This design comes from an exercise in tuning for small area, a short achievable clock period and few clock cycles on the open sky130 flow, not from production work. At most, simulation tests tie the RTL to the original design; equivalence was not proved.

==> branch ember: inputs <==
==> flow/design.v <==
module iono_crc5 (
    input  wire [7:0] d2,
    input  wire [7:0] d1,
    input  wire [2:0] d0_top,
    output reg  [4:0] crc
);
    reg [23:0] v;
    reg [5:0]  r;
    integer    i;
    always @(*) begin
        v = {d2, d1, d0_top, 5'h07};
        r = {1'b0, v[23:19]};
        for (i = 18; i >= 0; i = i - 1) begin
            r = {r[4:0], v[i]};
            if (r[5]) r = r ^ 6'h35;
        end
        crc = r[4:0];
    end
endmodule
module iono_crc7 (
    input  wire [7:0] w1,
    input  wire [7:0] w0,
    output reg  [6:0] crc
);
    reg [23:0] v;
    reg [7:0]  t;
    reg [6:0]  acc;
    integer    i;
    always @(*) begin
        v   = {w1, w0, 8'h80};
        acc = 7'h7F;
        for (i = 23; i >= 0; i = i - 1) begin
            t = {acc, 1'b0};
            if (acc[6]) t = t ^ 8'hB7;
            t = t ^ {7'b0, v[i]};
            acc = t[6:0];
        end
        crc = acc;
    end
endmodule
module iono_xact (
    input  wire        clk,
    input  wire        rst,
    input  wire        req_valid,
    output wire        req_ready,
    input  wire [2:0]  req_op,
    input  wire        req_bank,
    input  wire [6:0]  req_cmd,
    input  wire [7:0]  req_reg,
    input  wire [7:0]  req_data,
    output wire        rsp_valid,
    output wire        rsp_ok,
    output reg  [7:0]  rsp_value,
    output wire        ex_valid,
    input  wire        ex_ready,
    output wire [1:0]  ex_cs,
    output wire [23:0] ex_tx,
    input  wire        ex_rvalid,
    input  wire [23:0] ex_rx,
    output wire [1:0]  in_err,
    output wire [1:0]  out_err,
    output wire [1:0]  clr_pending,
    output wire [7:0]  in_inputs0,
    output wire [7:0]  in_inputs1
);
    localparam [2:0] OP_IN_READ   = 3'd0;
    localparam [2:0] OP_IN_WRITE  = 3'd1;
    localparam [2:0] OP_OUT_READ  = 3'd2;
    localparam [2:0] OP_OUT_WRITE = 3'd3;
    localparam [2:0] OP_OUT_CFG   = 3'd4;
    localparam [2:0] OP_CLEAR     = 3'd5;
    localparam [7:0]  OUT_CMD_READ_REG = 8'h7F;
    localparam [23:0] OUT_RT_FRAME     = 24'h050F03;   
    localparam [1:0]  ATTEMPTS_LAST    = 2'd2;
    reg        busy;       
    reg        vreq;       
    reg        rt;         
    reg        kin;        
    reg        wr;         
    reg        cfg;        
    reg        ldv;        
    reg        bank;
    reg [1:0]  attempt;
    reg        p1ok;       
    reg [15:0] f;          
    reg [6:0]  c;          
    reg        pend;       
    reg        ok5r;       
    reg        ok7r;       
    reg        eqr;        
    reg [1:0]  pin;        
    reg [1:0]  pout;       
    reg [7:0]  r0r;        
    reg        rspv_r, rsp_ok_r;
    reg [1:0]  in_err_r, out_err_r, clr_r;
    reg [7:0]  in0_r, in1_r;
    wire rb = cfg && !wr;                             
    wire last    = (attempt == ATTEMPTS_LAST);
    wire okw     = ok7r && (p1ok || !wr);               
    wire att_ok  = kin ? ok5r : okw;
    wire p_ok    = att_ok && (eqr || !rb);              
    wire p_done  = pend && (att_ok ? !(wr && cfg) : last);
    wire retry   = pend && !att_ok && !last;
    wire go      = pend && okw && wr && cfg;            
    assign rsp_valid      = rspv_r || p_done;
    assign rsp_ok         = pend ? p_ok : rsp_ok_r;
    assign in_err[0]      = pin[0]  ? !ok5r : in_err_r[0];
    assign in_err[1]      = pin[1]  ? !ok5r : in_err_r[1];
    assign out_err[0]     = pout[0] ? !(okw && (eqr || !rb)) : out_err_r[0];
    assign out_err[1]     = pout[1] ? !(okw && (eqr || !rb)) : out_err_r[1];
    assign clr_pending[0] = clr_r[0] && !(pout[0] && wr && f[15] && okw);
    assign clr_pending[1] = clr_r[1] && !(pout[1] && wr && f[15] && okw);
    assign in_inputs0     = (pin[0] && ok5r) ? r0r : in0_r;
    assign in_inputs1     = (pin[1] && ok5r) ? r0r : in1_r;
    wire [7:0] tx_w1 = rb ? OUT_CMD_READ_REG : f[15:8];
    assign ex_tx     = rt ? OUT_RT_FRAME : {tx_w1, f[7:0], 1'b0, c};
    assign ex_cs     = {!kin, bank};
    assign ex_valid  = vreq || retry || (ex_rvalid && rt);
    assign req_ready = !busy;
    wire       acc_req = !busy && req_valid;
    wire       op_in   = (req_op == OP_IN_READ) || (req_op == OP_IN_WRITE);
    wire       op_wr   = (req_op == OP_OUT_WRITE) || (req_op == OP_OUT_CFG);
    wire       kbit    = clr_r[req_bank];      
    reg  [7:0] nw1, nw0;
    always @(*) begin
        case (req_op)
            OP_IN_READ:  begin nw1 = {1'b0, req_cmd}; nw0 = 8'h00; end
            OP_IN_WRITE: begin nw1 = {1'b1, req_cmd}; nw0 = req_data; end
            OP_OUT_READ: begin nw1 = OUT_CMD_READ_REG; nw0 = req_reg; end
            default:     begin nw1 = {kbit, req_cmd}; nw0 = req_data; end
        endcase
    end
    wire [4:0] t5_cmd, t5_dat, t5_0;
    wire [6:0] t7_cmd, t7_dat, t7_reg, t7_0;
    wire [7:0] rsrc = busy ? rsp_value : req_reg;    
    iono_crc5 u_t5c (.d2({1'b0, req_cmd}), .d1(8'h00),    .d0_top(3'b000), .crc(t5_cmd));
    iono_crc5 u_t5d (.d2(8'h80),           .d1(req_data), .d0_top(3'b000), .crc(t5_dat));
    iono_crc5 u_t50 (.d2(8'h00),           .d1(8'h00),    .d0_top(3'b000), .crc(t5_0));
    iono_crc7 u_t7c (.w1({kbit, req_cmd}), .w0(8'h00),    .crc(t7_cmd));
    iono_crc7 u_t7d (.w1(8'h00),           .w0(req_data), .crc(t7_dat));
    iono_crc7 u_t7r (.w1(OUT_CMD_READ_REG), .w0(rsrc),    .crc(t7_reg));
    iono_crc7 u_t70 (.w1(8'h00),           .w0(8'h00),    .crc(t7_0));
    wire [4:0] c5_in = req_op[0] ? (t5_cmd ^ t5_dat ^ t5_0) : t5_cmd;
    wire [6:0] c7_wr = t7_cmd ^ t7_dat ^ t7_0;
    reg  [6:0] n_c;
    always @(*) begin
        if (busy)       n_c = t7_reg;
        else if (op_in) n_c = {2'b00, c5_in};
        else if (op_wr) n_c = c7_wr;
        else            n_c = t7_reg;
    end
    wire [4:0] rx_c5;
    wire [6:0] rx_c7;
    iono_crc5 u_rx5 (.d2(ex_rx[23:16]), .d1(ex_rx[15:8]), .d0_top(ex_rx[7:5]), .crc(rx_c5));
    iono_crc7 u_rx7 (.w1(ex_rx[23:16]), .w0(ex_rx[15:8]), .crc(rx_c7));
    wire ok5 = (rx_c5 == ex_rx[4:0]);
    wire ok7 = (rx_c7 == ex_rx[6:0]);
    wire eq  = (ex_rx[15:8] == f[15:8]);
    wire ex_acc   = ex_valid && ex_ready;
    wire echo     = busy && ex_rvalid;
    wire echo_p1  = echo && wr && rt;                 
    wire echo_fin = echo && !(wr && rt);              
    wire [1:0] bk = {bank, !bank};
    always @(posedge clk) begin
        if (rst) begin
            busy      <= 1'b0;
            vreq      <= 1'b0;
            rt        <= 1'b0;
            pend      <= 1'b0;
            pin       <= 2'b00;
            pout      <= 2'b00;
            rspv_r    <= 1'b0;
            in_err_r  <= 2'b00;
            out_err_r <= 2'b00;
            clr_r     <= 2'b00;
            in0_r     <= 8'd0;
            in1_r     <= 8'd0;
        end else begin
            in_err_r  <= in_err;
            out_err_r <= out_err;
            clr_r     <= clr_pending;
            in0_r     <= in_inputs0;
            in1_r     <= in_inputs1;
            rspv_r    <= 1'b0;
            rsp_ok_r  <= rsp_ok;
            pend  <= echo_fin;
            ok5r  <= ok5;
            ok7r  <= ok7;
            eqr   <= eq;
            r0r   <= ex_rx[23:16];
            pin   <= (echo_fin && kin)  ? bk : 2'b00;
            pout  <= (echo_fin && !kin) ? bk : 2'b00;
            if (ex_acc) begin
                vreq <= 1'b0;
                if (wr) rt <= !rt;
            end
            if (acc_req) begin
                bank    <= req_bank;
                attempt <= 2'd0;
                kin     <= op_in;
                wr      <= op_wr;
                cfg     <= (req_op == OP_OUT_CFG);
                ldv     <= (req_op == OP_IN_READ) || (req_op == OP_OUT_READ);
                rsp_ok_r <= (req_op == OP_CLEAR);
                f       <= {nw1, nw0};
                c       <= n_c;
                case (req_op)
                    OP_OUT_WRITE: rsp_value <= req_data;
                    OP_OUT_CFG:   rsp_value <= req_reg;
                    default:      rsp_value <= 8'd0;
                endcase
                if (req_op == OP_CLEAR)
                    clr_r[req_bank] <= 1'b1;
                if (req_op >= OP_CLEAR) begin
                    rspv_r <= 1'b1;
                end else begin
                    busy <= 1'b1;
                    vreq <= 1'b1;
                end
            end
            if (echo_p1) begin
                p1ok <= ok7;
                if (!ex_ready) vreq <= 1'b1;
            end
            if (echo_fin) begin
                if (ldv || rb) rsp_value <= ex_rx[15:8];
            end
            if (p_done)
                busy <= 1'b0;
            if (retry) begin
                attempt <= attempt + 2'd1;
                if (!ex_ready) vreq <= 1'b1;
            end
            if (go) begin
                f       <= {f[7:0], rsp_value};
                c       <= n_c;
                wr      <= 1'b0;
                attempt <= 2'd0;
                vreq    <= 1'b1;
            end
        end
    end
endmodule
==> flow/flow/run.sh <==
#!/bin/bash
# The standard layout, with the smallest buffer on every input and output port
# (the standard flow's buffer_ports otherwise picks a larger delay buffer).
set -euo pipefail
export BUFFER_PORTS_ARGS="-buffer_cell sky130_fd_sc_hd__buf_1"
bash standard.sh > standard.log 2>&1
==> flow/standard.sh <==
#!/bin/bash
# synth_recipe.tcl (not shown) runs the flow's synth.tcl, then flattens the netlist and writes it again
# the make line also repeats each setting of config.mk as NAME=value (left out here)
make -C /OpenROAD-flow-scripts/flow DESIGN_CONFIG=/design/flow/config.mk WORK_HOME=/design/flow/orfs CLKGATE_MAP_FILE= SYNTH_SCRIPT=/design/flow/synth_recipe.tcl "${@:-finish}"
==> flow/config.mk <==
export PLATFORM = sky130hd
export DESIGN_NAME = iono_xact
export DESIGN_NICKNAME = iono_xact
export VERILOG_FILES = /design/flow/design.v
export SDC_FILE = /design/flow/constraint.sdc
export NUM_CORES = 4
export LEC_CHECK = 0
export CAP_MARGIN = 20
export CORE_MARGIN = 2
export CORE_UTILIZATION = 40
export SETUP_SLACK_MARGIN = 2.5
export SLEW_MARGIN = 20
==> flow/constraint.sdc <==
create_clock -name core_clock -period 5.0 [get_ports {clk}]
set_input_delay 1.0000 -clock core_clock [delete_from_list [all_inputs] [get_ports {clk}]]
set_output_delay 1.0000 -clock core_clock [all_outputs]
set_load 0.01 [all_outputs]
==> branch xenon (differences from branch ember) <==
--- a/flow/design.v
+++ b/flow/design.v
@@ -86,9 +86,6 @@
     reg [6:0]  c;          
     reg        pend;       
-    reg        ok5r;       
-    reg        ok7r;       
+    reg        okr;        
     reg        eqr;        
-    reg [1:0]  pin;        
-    reg [1:0]  pout;       
     reg [7:0]  r0r;        
     reg        rspv_r, rsp_ok_r;
@@ -97,57 +94,47 @@
     wire rb = cfg && !wr;                             
     wire last    = (attempt == ATTEMPTS_LAST);
-    wire okw     = ok7r && (p1ok || !wr);               
-    wire att_ok  = kin ? ok5r : okw;
-    wire p_ok    = att_ok && (eqr || !rb);              
-    wire p_done  = pend && (att_ok ? !(wr && cfg) : last);
-    wire retry   = pend && !att_ok && !last;
-    wire go      = pend && okw && wr && cfg;            
-    assign rsp_valid      = rspv_r || p_done;
-    assign rsp_ok         = pend ? p_ok : rsp_ok_r;
-    assign in_err[0]      = pin[0]  ? !ok5r : in_err_r[0];
-    assign in_err[1]      = pin[1]  ? !ok5r : in_err_r[1];
-    assign out_err[0]     = pout[0] ? !(okw && (eqr || !rb)) : out_err_r[0];
-    assign out_err[1]     = pout[1] ? !(okw && (eqr || !rb)) : out_err_r[1];
-    assign clr_pending[0] = clr_r[0] && !(pout[0] && wr && f[15] && okw);
-    assign clr_pending[1] = clr_r[1] && !(pout[1] && wr && f[15] && okw);
-    assign in_inputs0     = (pin[0] && ok5r) ? r0r : in0_r;
-    assign in_inputs1     = (pin[1] && ok5r) ? r0r : in1_r;
+    wire p_done  = pend && (okr ? !(wr && cfg) : last);    
+    wire p_retry = pend && !okr && !last;
+    wire p_read  = pend && okr && wr && cfg;                
+    wire p_ok    = okr && !(rb && !eqr);
+    assign rsp_valid = rspv_r || p_done;
+    assign rsp_ok    = pend ? p_ok : rsp_ok_r;
+    wire upd_in  = pend && kin;
+    wire upd_out = pend && !kin;
+    wire [1:0] bsel = {bank, !bank};
+    assign in_err[0]      = (upd_in  && bsel[0]) ? !okr : in_err_r[0];
+    assign in_err[1]      = (upd_in  && bsel[1]) ? !okr : in_err_r[1];
+    assign out_err[0]     = (upd_out && bsel[0]) ? !p_ok : out_err_r[0];
+    assign out_err[1]     = (upd_out && bsel[1]) ? !p_ok : out_err_r[1];
+    assign clr_pending[0] = clr_r[0] && !(pend && wr && okr && f[15] && bsel[0]);
+    assign clr_pending[1] = clr_r[1] && !(pend && wr && okr && f[15] && bsel[1]);
+    assign in_inputs0     = (upd_in && okr && bsel[0]) ? r0r : in0_r;
+    assign in_inputs1     = (upd_in && okr && bsel[1]) ? r0r : in1_r;
     wire [7:0] tx_w1 = rb ? OUT_CMD_READ_REG : f[15:8];
     assign ex_tx     = rt ? OUT_RT_FRAME : {tx_w1, f[7:0], 1'b0, c};
     assign ex_cs     = {!kin, bank};
-    assign ex_valid  = vreq || retry || (ex_rvalid && rt);
+    assign ex_valid  = vreq || p_retry || (ex_rvalid && rt);
     assign req_ready = !busy;
     wire       acc_req = !busy && req_valid;
     wire       op_in   = (req_op == OP_IN_READ) || (req_op == OP_IN_WRITE);
-    wire       op_wr   = (req_op == OP_OUT_WRITE) || (req_op == OP_OUT_CFG);
-    wire       kbit    = clr_r[req_bank];      
     reg  [7:0] nw1, nw0;
     always @(*) begin
-        case (req_op)
-            OP_IN_READ:  begin nw1 = {1'b0, req_cmd}; nw0 = 8'h00; end
-            OP_IN_WRITE: begin nw1 = {1'b1, req_cmd}; nw0 = req_data; end
-            OP_OUT_READ: begin nw1 = OUT_CMD_READ_REG; nw0 = req_reg; end
-            default:     begin nw1 = {kbit, req_cmd}; nw0 = req_data; end
-        endcase
-    end
-    wire [4:0] t5_cmd, t5_dat, t5_0;
-    wire [6:0] t7_cmd, t7_dat, t7_reg, t7_0;
-    wire [7:0] rsrc = busy ? rsp_value : req_reg;    
-    iono_crc5 u_t5c (.d2({1'b0, req_cmd}), .d1(8'h00),    .d0_top(3'b000), .crc(t5_cmd));
-    iono_crc5 u_t5d (.d2(8'h80),           .d1(req_data), .d0_top(3'b000), .crc(t5_dat));
-    iono_crc5 u_t50 (.d2(8'h00),           .d1(8'h00),    .d0_top(3'b000), .crc(t5_0));
-    iono_crc7 u_t7c (.w1({kbit, req_cmd}), .w0(8'h00),    .crc(t7_cmd));
-    iono_crc7 u_t7d (.w1(8'h00),           .w0(req_data), .crc(t7_dat));
-    iono_crc7 u_t7r (.w1(OUT_CMD_READ_REG), .w0(rsrc),    .crc(t7_reg));
-    iono_crc7 u_t70 (.w1(8'h00),           .w0(8'h00),    .crc(t7_0));
-    wire [4:0] c5_in = req_op[0] ? (t5_cmd ^ t5_dat ^ t5_0) : t5_cmd;
-    wire [6:0] c7_wr = t7_cmd ^ t7_dat ^ t7_0;
-    reg  [6:0] n_c;
-    always @(*) begin
-        if (busy)       n_c = t7_reg;
-        else if (op_in) n_c = {2'b00, c5_in};
-        else if (op_wr) n_c = c7_wr;
-        else            n_c = t7_reg;
-    end
+        if (!acc_req) begin
+            nw1 = OUT_CMD_READ_REG;            
+            nw0 = rsp_value;
+        end else begin
+            case (req_op)
+                OP_IN_READ:  begin nw1 = {1'b0, req_cmd}; nw0 = 8'h00; end
+                OP_IN_WRITE: begin nw1 = {1'b1, req_cmd}; nw0 = req_data; end
+                OP_OUT_READ: begin nw1 = OUT_CMD_READ_REG; nw0 = req_reg; end
+                default:     begin nw1 = {clr_pending[req_bank], req_cmd}; nw0 = req_data; end
+            endcase
+        end
+    end
+    wire [4:0] n_c5;
+    wire [6:0] n_c7;
+    iono_crc5 u_tx5 (.d2(nw1), .d1(nw0), .d0_top(3'b000), .crc(n_c5));
+    iono_crc7 u_tx7 (.w1(nw1), .w0(nw0), .crc(n_c7));
+    wire [6:0] n_c = (acc_req && op_in) ? {2'b00, n_c5} : n_c7;
     wire [4:0] rx_c5;
     wire [6:0] rx_c7;
@@ -156,10 +143,8 @@
     wire ok5 = (rx_c5 == ex_rx[4:0]);
     wire ok7 = (rx_c7 == ex_rx[6:0]);
-    wire eq  = (ex_rx[15:8] == f[15:8]);
     wire ex_acc   = ex_valid && ex_ready;
     wire echo     = busy && ex_rvalid;
     wire echo_p1  = echo && wr && rt;                 
     wire echo_fin = echo && !(wr && rt);              
-    wire [1:0] bk = {bank, !bank};
     always @(posedge clk) begin
         if (rst) begin
@@ -168,6 +153,4 @@
             rt        <= 1'b0;
             pend      <= 1'b0;
-            pin       <= 2'b00;
-            pout      <= 2'b00;
             rspv_r    <= 1'b0;
             in_err_r  <= 2'b00;
@@ -177,4 +160,6 @@
             in1_r     <= 8'd0;
         end else begin
+            rspv_r    <= 1'b0;
+            rsp_ok_r  <= rsp_ok;
             in_err_r  <= in_err;
             out_err_r <= out_err;
@@ -182,13 +167,5 @@
             in0_r     <= in_inputs0;
             in1_r     <= in_inputs1;
-            rspv_r    <= 1'b0;
-            rsp_ok_r  <= rsp_ok;
-            pend  <= echo_fin;
-            ok5r  <= ok5;
-            ok7r  <= ok7;
-            eqr   <= eq;
-            r0r   <= ex_rx[23:16];
-            pin   <= (echo_fin && kin)  ? bk : 2'b00;
-            pout  <= (echo_fin && !kin) ? bk : 2'b00;
+            pend <= echo_fin;
             if (ex_acc) begin
                 vreq <= 1'b0;
@@ -199,5 +176,5 @@
                 attempt <= 2'd0;
                 kin     <= op_in;
-                wr      <= op_wr;
+                wr      <= (req_op == OP_OUT_WRITE) || (req_op == OP_OUT_CFG);
                 cfg     <= (req_op == OP_OUT_CFG);
                 ldv     <= (req_op == OP_IN_READ) || (req_op == OP_OUT_READ);
@@ -224,14 +201,17 @@
             end
             if (echo_fin) begin
+                okr <= kin ? ok5 : (ok7 && (p1ok || !wr));
+                eqr <= (ex_rx[15:8] == f[15:8]);
+                r0r <= ex_rx[23:16];
                 if (ldv || rb) rsp_value <= ex_rx[15:8];
             end
             if (p_done)
                 busy <= 1'b0;
-            if (retry) begin
+            if (p_retry) begin
                 attempt <= attempt + 2'd1;
                 if (!ex_ready) vreq <= 1'b1;
             end
-            if (go) begin
-                f       <= {f[7:0], rsp_value};
+            if (p_read) begin
+                f       <= {f[7:0], nw0};
                 c       <= n_c;
                 wr      <= 1'b0;
Settings changed: SETUP_SLACK_MARGIN 2.5 to 1.8.
==> branch raven (differences from branch ember) <==
--- a/flow/design.v
+++ b/flow/design.v
@@ -49,6 +49,6 @@
     input  wire [7:0]  req_reg,
     input  wire [7:0]  req_data,
-    output wire        rsp_valid,
-    output wire        rsp_ok,
+    output reg         rsp_valid,
+    output reg         rsp_ok,
     output reg  [7:0]  rsp_value,
     output wire        ex_valid,
@@ -85,32 +85,23 @@
     reg [15:0] f;          
     reg [6:0]  c;          
-    reg        pend;       
+    reg        retry;      
+    reg        go;         
     reg        ok5r;       
-    reg        ok7r;       
-    reg        eqr;        
+    reg        okor;       
     reg [1:0]  pin;        
     reg [1:0]  pout;       
+    reg [1:0]  pclr;       
+    reg [1:0]  upd;        
     reg [7:0]  r0r;        
-    reg        rspv_r, rsp_ok_r;
     reg [1:0]  in_err_r, out_err_r, clr_r;
     reg [7:0]  in0_r, in1_r;
     wire rb = cfg && !wr;                             
-    wire last    = (attempt == ATTEMPTS_LAST);
-    wire okw     = ok7r && (p1ok || !wr);               
-    wire att_ok  = kin ? ok5r : okw;
-    wire p_ok    = att_ok && (eqr || !rb);              
-    wire p_done  = pend && (att_ok ? !(wr && cfg) : last);
-    wire retry   = pend && !att_ok && !last;
-    wire go      = pend && okw && wr && cfg;            
-    assign rsp_valid      = rspv_r || p_done;
-    assign rsp_ok         = pend ? p_ok : rsp_ok_r;
     assign in_err[0]      = pin[0]  ? !ok5r : in_err_r[0];
     assign in_err[1]      = pin[1]  ? !ok5r : in_err_r[1];
-    assign out_err[0]     = pout[0] ? !(okw && (eqr || !rb)) : out_err_r[0];
-    assign out_err[1]     = pout[1] ? !(okw && (eqr || !rb)) : out_err_r[1];
-    assign clr_pending[0] = clr_r[0] && !(pout[0] && wr && f[15] && okw);
-    assign clr_pending[1] = clr_r[1] && !(pout[1] && wr && f[15] && okw);
-    assign in_inputs0     = (pin[0] && ok5r) ? r0r : in0_r;
-    assign in_inputs1     = (pin[1] && ok5r) ? r0r : in1_r;
+    assign out_err[0]     = pout[0] ? !okor : out_err_r[0];
+    assign out_err[1]     = pout[1] ? !okor : out_err_r[1];
+    assign clr_pending    = clr_r & ~pclr;
+    assign in_inputs0     = upd[0] ? r0r : in0_r;
+    assign in_inputs1     = upd[1] ? r0r : in1_r;
     wire [7:0] tx_w1 = rb ? OUT_CMD_READ_REG : f[15:8];
     assign ex_tx     = rt ? OUT_RT_FRAME : {tx_w1, f[7:0], 1'b0, c};
@@ -161,4 +152,7 @@
     wire echo_p1  = echo && wr && rt;                 
     wire echo_fin = echo && !(wr && rt);              
+    wire last     = (attempt == ATTEMPTS_LAST);
+    wire okw      = ok7 && (p1ok || !wr);             
+    wire att_ok   = kin ? ok5 : okw;
     wire [1:0] bk = {bank, !bank};
     always @(posedge clk) begin
@@ -167,8 +161,11 @@
             vreq      <= 1'b0;
             rt        <= 1'b0;
-            pend      <= 1'b0;
+            retry     <= 1'b0;
+            go        <= 1'b0;
             pin       <= 2'b00;
             pout      <= 2'b00;
-            rspv_r    <= 1'b0;
+            pclr      <= 2'b00;
+            upd       <= 2'b00;
+            rsp_valid <= 1'b0;
             in_err_r  <= 2'b00;
             out_err_r <= 2'b00;
@@ -182,13 +179,16 @@
             in0_r     <= in_inputs0;
             in1_r     <= in_inputs1;
-            rspv_r    <= 1'b0;
-            rsp_ok_r  <= rsp_ok;
-            pend  <= echo_fin;
             ok5r  <= ok5;
-            ok7r  <= ok7;
-            eqr   <= eq;
+            okor  <= okw && (eq || !rb);
             r0r   <= ex_rx[23:16];
             pin   <= (echo_fin && kin)  ? bk : 2'b00;
             pout  <= (echo_fin && !kin) ? bk : 2'b00;
+            pclr  <= (echo_fin && wr && okw && f[15]) ? bk : 2'b00;
+            upd   <= (echo_fin && kin && ok5) ? bk : 2'b00;
+            retry <= echo_fin && !att_ok && !last;
+            go    <= echo_fin && okw && wr && cfg;
+            rsp_valid <= echo_fin && (att_ok ? !(wr && cfg) : last);
+            if (echo_fin)
+                rsp_ok <= att_ok && (eq || !rb);
             if (ex_acc) begin
                 vreq <= 1'b0;
@@ -202,5 +202,5 @@
                 cfg     <= (req_op == OP_OUT_CFG);
                 ldv     <= (req_op == OP_IN_READ) || (req_op == OP_OUT_READ);
-                rsp_ok_r <= (req_op == OP_CLEAR);
+                rsp_ok  <= (req_op == OP_CLEAR);
                 f       <= {nw1, nw0};
                 c       <= n_c;
@@ -213,5 +213,5 @@
                     clr_r[req_bank] <= 1'b1;
                 if (req_op >= OP_CLEAR) begin
-                    rspv_r <= 1'b1;
+                    rsp_valid <= 1'b1;
                 end else begin
                     busy <= 1'b1;
@@ -226,5 +226,5 @@
                 if (ldv || rb) rsp_value <= ex_rx[15:8];
             end
-            if (p_done)
+            if (rsp_valid)
                 busy <= 1'b0;
             if (retry) begin
Settings changed: SETUP_SLACK_MARGIN 2.5 to 2.1.
==> branch juniper (differences from branch ember) <==
Settings changed: SETUP_SLACK_MARGIN 2.5 to 2.1.
==> comparison <==
First-iteration DRC count: branch ember is larger than branch xenon (about 15%).
Register-to-register slack: branch raven > branch juniper > branch ember > branch xenon.
Between branch raven and branch xenon, the lower synthesized area is in branch xenon (gap about 7%, measured against branch xenon).
The lowest sequential share of layout area belongs to branch ember, the highest to branch raven.
Testbench counts of branch xenon, summed over its fixed seeds: cycles 10,194.
The RTL of branch ember, branch raven and branch juniper was laid out without a check of its function.

## afterwards: timing with drivers on the ports
In the flow no input, the clock included, has a driving cell. The finished layouts below were timed again as built, in two steps. Step 1 sets driving cells, clkbuf_16 on the clock port and buf_2 on the other inputs (assumed; they add their load-dependent delay and slew). Step 2, shift: input delay + t, output delay - t, t = (earliest + latest rising clock arrival at the registers) / 2. This alone moves slack from input paths to output paths. a / b / c = no drivers / after step 1 / after step 2; a / b = the first two.
| run | t, ns | setup slack, ns | latest minus earliest clock arrival (ns) | worst register clock-pin slew, ns | worst data-port slew with drivers (ns) |
|---|---|---|---|---|---|
| branch ember | 0.391 | 2.184 / 2.139 / 1.844 | 0.011 / 0.012 | 0.07 / 0.07 | 0.06 |
| branch xenon | 0.377 | 1.860 / 1.863 / 1.486 | 0.009 / 0.008 | 0.06 / 0.06 | 0.05 |
| branch raven | 0.384 | 2.095 / 2.112 / 1.728 | 0.008 / 0.008 | 0.07 / 0.07 | 0.05 |
| branch juniper | 0.381 | 2.168 / 2.127 / 1.819 | 0.009 / 0.009 | 0.07 / 0.07 | 0.05 |
After both steps every run listed still meets setup and hold. For branch xenon, which loses most, drivers alone change the setup slack by +0.003 ns; drivers and shift together by -0.374 ns.
